From an optimization exercise on the open Yosys and OpenROAD flow, aimed at small area, a short achievable clock period and few clock cycles per item; shortcuts taken in it are not production practice.
Function was checked by simulation only, so behaviour that the tests miss may differ from the original.
Power is estimated from default activity; no workload was simulated.

==> flow/design.v (excerpt) <==
module lpc_synth (
    input  wire        clk,
    input  wire        rst,
    input  wire        in_valid,
    output wire        in_ready,
    input  wire [15:0] in_data,
    output wire        out_valid,
    input  wire        out_ready,
    output wire [15:0] out_data,
    output wire [7:0]  out_sexp
);
export LEC_CHECK = 0
export ABC_AREA = 1
export CAP_MARGIN = 10
export CORE_MARGIN = 2
export CORE_UTILIZATION = 55
export PLACE_DENSITY = 0.72
export SLEW_MARGIN = 10
create_clock -name core_clock -period 12.0 [get_ports {clk}]
standard.sh (not shown) runs the stock make flow with config.mk's settings and CLKGATE_MAP_FILE= SYNTH_SCRIPT=/design/flow/synth_recipe.tcl, a recipe that flattens the netlist after the stock synthesis.
==> flow/flow/run.sh <==
#!/bin/bash
set -euo pipefail
bash standard.sh SETUP_SLACK_MARGIN=8.2 finish > standard.log 2>&1
The baseline completed without violations.
Testbench counts at the start, summed over its fixed seeds: cycles 21,564, frames 60.
Rerun with:
==> flow/flow/run.sh (replaced) <==
#!/bin/bash
set -euo pipefail
bash standard.sh SETUP_SLACK_MARGIN=8.0 finish > standard.log 2>&1
Clock skew is higher by 0.014 ns.
Power decreases by 1.3%.
Wire length came out lower by 1.5%.
Setup slack loses 0.045 ns.
Fmax goes down by 1.1%.
Hold slack is worse by 0.0082 ns.
Non-clock buffer count goes down by 248.
Die area stays the same.
Design area is lower by 1.7%.
Synthesized cell count does not change.
Rerun with:
==> flow/flow/run.sh (replaced) <==
#!/bin/bash
set -euo pipefail
bash standard.sh SETUP_SLACK_MARGIN=8.4 finish > standard.log 2>&1
After rerunning: First-iteration DRC count came out higher by 17%; worst setup slack is better by 0.10 ns; cell count came out higher by 1.8%.
Rerun with:
==> flow/flow/run.sh (replaced) <==
#!/bin/bash
set -euo pipefail
bash standard.sh SETUP_SLACK_MARGIN=7.6 finish > standard.log 2>&1
- CAP_MARGIN: 10 -> 20
- CORE_UTILIZATION: 55 -> 40
- PLACE_DENSITY: 0.72 -> 0.6
- SLEW_MARGIN: 10 -> 20
Global-route usage shrinks by 9.5 points.
Synthesized cell count stays the same.
Final area falls by 3.2%.
Rerun with:
- CAP_MARGIN: 20 -> 10
- CORE_UTILIZATION: 40 -> 62
- PLACE_DENSITY: 0.6 -> 0.78
- SLEW_MARGIN: 20 -> 10
Effect:
- via count climbs by 2.5%
- setup slack gets worse by 0.027 ns
- synthesized area stays the same
- total power is lower by 2.2%
- combinational power came out lower by about 1%

========
== red ==
lpc_synth again, from the RTL that the note above started with.
clock: 12.0 ns
lec_check: 0
abc_area: 1
cap_margin: 10
core_margin: 2
core_utilization: 55
place_density: 0.72
slew_margin: 10
==> flow/flow/run.sh <==
#!/bin/bash
set -euo pipefail
bash standard.sh SETUP_SLACK_MARGIN=7.4 finish > standard.log 2>&1
red: done, clean on timing, DRC and antenna
Testbench counts of red, summed over its fixed seeds: cycles 21,564, frames 60.
> inputs changed (red -> blue)
Settings: swapping 10 for 5 in CAP_MARGIN; swapping 10 for 5 in SLEW_MARGIN.
==> flow/flow/run.sh <==
#!/bin/bash
set -euo pipefail
bash standard.sh SETUP_SLACK_MARGIN=7.6 finish > standard.log 2>&1
==> results.txt <==
- Status | blue and red | clean
- Vertical die dimension came out exactly the same in blue and red.
- Summary of blue over red: total stage count of the critical path decreased by 2 relative to the old numbers, first-pass GRT wire length moved up, total power density per cell area rose about 0.5%, worst setup slack climbed 0.22 ns.
For green, these inputs were changed with respect to blue:
Settings: swapping 5 for 10 in SLEW_MARGIN; swapping 5 for 10 in CAP_MARGIN.
Notes after the runs:
Comparing green against blue, there is no change at all in combined area of all synthesized cells. Comparing blue against green, there is no change at all in initial antenna violation count. green -> blue: synthesized flop and latch total delta 0, exact match. From green to blue, post-layout worst setup margin did not move at all. Between blue and green, the difference in number of placement rows is negligible. Per the comparison of green with blue, internal power has remained practically unchanged; internal reg-to-reg setup slack held; register fraction of the total cell area has remained practically unchanged; count of clock buffers in the final design roughly the same; first-pass GRT wire length comparable.
Modified inputs, orange compared to green
Settings: changing CORE_UTILIZATION from 55 to 40; changing PLACE_DENSITY from 0.72 to 0.6.
==> flow/flow/run.sh <==
#!/bin/bash
set -euo pipefail
bash standard.sh SETUP_SLACK_MARGIN=8.0 finish > standard.log 2>&1
### Flow results
After detailed routing, green needs less wire than orange. Clock network power sits higher in orange than in green. Detailed route wirelength on metal2: orange > green. As far as worst hold path stage count goes, green and orange are indistinguishable; the numbers are identical. For the clock network power share, orange came in 1.4 points higher than green did. Run comparison: green cell at the slowest stage of the critical path sky130_fd_sc_hd__buf_4; orange cell at the slowest stage of the critical path sky130_fd_sc_hd__edfxtp_1. Against green, the final cell area of orange is higher. Cmp green and orange / horizontal extent of the die / lower: green. Comparing HPWL reported at the end of detailed placement for green and orange, the bigger number came from orange. Sort green and orange by vias after detailed routing, descending, and green comes first.

========
== v46 ==
lpc_synth, a different RTL version from the one above (not shown whole).
Size: roughly 23000 cells after synthesis, roughly 4500 flip-flops, roughly 250000 um2 of cells after synthesis.
==> flow/design.v (excerpt) <==
module lpc_synth (
    input  wire        clk,
    input  wire        rst,
    input  wire        in_valid,
    output wire        in_ready,
    input  wire [15:0] in_data,
    output wire        out_valid,
    input  wire        out_ready,
    output wire [15:0] out_data,
    output wire [7:0]  out_sexp
);
==> flow/config.mk <==
export PLATFORM = sky130hd
export DESIGN_NAME = lpc_synth
export DESIGN_NICKNAME = lpc_synth
export VERILOG_FILES = /design/flow/design.v
export SDC_FILE = /design/flow/constraint.sdc
export NUM_CORES = 8
export LEC_CHECK = 0
export CAP_MARGIN = 20
export CORE_MARGIN = 2
export CORE_UTILIZATION = 40
export PLACE_DENSITY = 0.6
export SLEW_MARGIN = 20
==> flow/constraint.sdc <==
create_clock -name core_clock -period 12.0 [get_ports {clk}]
set_input_delay 2.4000 -clock core_clock [delete_from_list [all_inputs] [get_ports {clk}]]
set_output_delay 2.4000 -clock core_clock [all_outputs]
set_load 0.01 [all_outputs]
run.sh (not shown) runs the stock make flow with config.mk's settings and CLKGATE_MAP_FILE= SYNTH_SCRIPT=/design/flow/synth_recipe.tcl, a recipe that flattens the netlist after the stock synthesis.
Stock flow here: none of the scripts above is used.
Testbench counts of v46, summed over its fixed seeds: cycles 21,564, frames 60.
For v3, these inputs were changed with respect to v46:
Settings: ABC_AREA now 1, previously not set.
==> flow/flow/run.sh (new file) <==
#!/bin/bash
set -euo pipefail
bash standard.sh SETUP_SLACK_MARGIN=7.6 finish > standard.log 2>&1
==> flow/standard.sh (new file) <==
#!/bin/bash
# synth_recipe.tcl (not shown) runs the flow's synth.tcl, then flattens the netlist and writes it again
# the make line also repeats each setting of config.mk as NAME=value (left out here)
make -C /OpenROAD-flow-scripts/flow DESIGN_CONFIG=/design/flow/config.mk WORK_HOME=/design/flow/orfs CLKGATE_MAP_FILE= SYNTH_SCRIPT=/design/flow/synth_recipe.tcl "${@:-finish}"
removed: flow/run.sh
==> comparison <==
Register share of total power ends up lower on v3.
Going from v46 to v3, the routed length per instance was found to have gone up by 3.1%.
The wire length of the first global-routing pass of v3 exceeds that of v46 by about 11%.
Compared with v46, in v3 sequential cell area in the final layout comparable, synthesized netlist cell count now larger, clock-buffer cell count now smaller, part of the total power dissipated in the clock network now smaller.
What v20 does differently from v3 at the input level:
Settings: clearing ABC_AREA, which used to be 1.
[summary]
Comparing v3 and v20, the higher post-synthesis cell area is on v3. Of v3 and v20, the lower least setup slack across all paths after layout belongs to v20. v20 against v3: global-route wire length before repair shows a reduction of 9.4%; logic depth of the worst setup path including buffers increased by 11 relative to the old numbers; final-layout worst hold slack now smaller; total power draw increased 460 uW. Clock buffer count delta for v20 relative to v3: about 0.8% higher. Count of buffers not belonging to the clock network in the layout in v20 is 171 above v3. Routed wire length: lower on v20. Antenna diode count down 1 in v20 wrt v3. Sort v3 and v20 by number of cells after detailed placement desc -> top: v3.

==> static timing again, ports no longer ideal <==
In the flow no input, the clock included, has a driving cell. The finished layouts below were timed again as built, in two steps.
Step 1 sets driving cells, clkbuf_16 on the clock port and buf_2 on the other inputs (assumed; they add their load-dependent delay and slew).
Step 2 moves the port delays by t, midway between the first and last clock arrival at a register: inputs arrive t later, outputs are due t later. That takes back most of the time a late clock gives input paths.
Three values: ideal, step 1, step 2; two values: the first two.
run	t (ns)	setup slack, ns	hold WS [ns]
the first run of note 1	1.161	7.847 / 7.729 / 7.177	0.273 / 0.273 / 0.273
the second run of note 1	1.176	7.801 / 7.669 / 7.092	0.265 / 0.265 / 0.265
the third run of note 1	1.167	7.906 / 7.768 / 7.448	0.276 / 0.276 / 0.276
the fourth run of note 1	1.196	7.561 / 7.561 / 6.759	0.285 / 0.285 / 0.285
the fifth run of note 1	1.146	7.534 / 7.534 / 6.752	0.276 / 0.276 / 0.276
red	1.111	7.367 / 7.367 / 6.633	0.280 / 0.280 / 0.280
blue	1.135	7.587 / 7.534 / 6.804	0.227 / 0.227 / 0.227
green	1.135	7.587 / 7.534 / 6.804	0.227 / 0.227 / 0.227
orange	1.182	7.933 / 7.802 / 7.079	0.298 / 0.298 / 0.298
v46	1.157	6.356 / 6.356 / 6.356	0.272 / 0.272 / 0.272
v3	1.166	7.565 / 7.565 / 6.769	0.277 / 0.277 / 0.277
v20	1.163	7.453 / 7.453 / 6.684	0.265 / 0.265 / 0.265
After both steps setup and hold are still met in every run listed. The setup slack of orange, which loses most, moves by -0.131 ns with the drivers and by -0.854 ns with both steps.
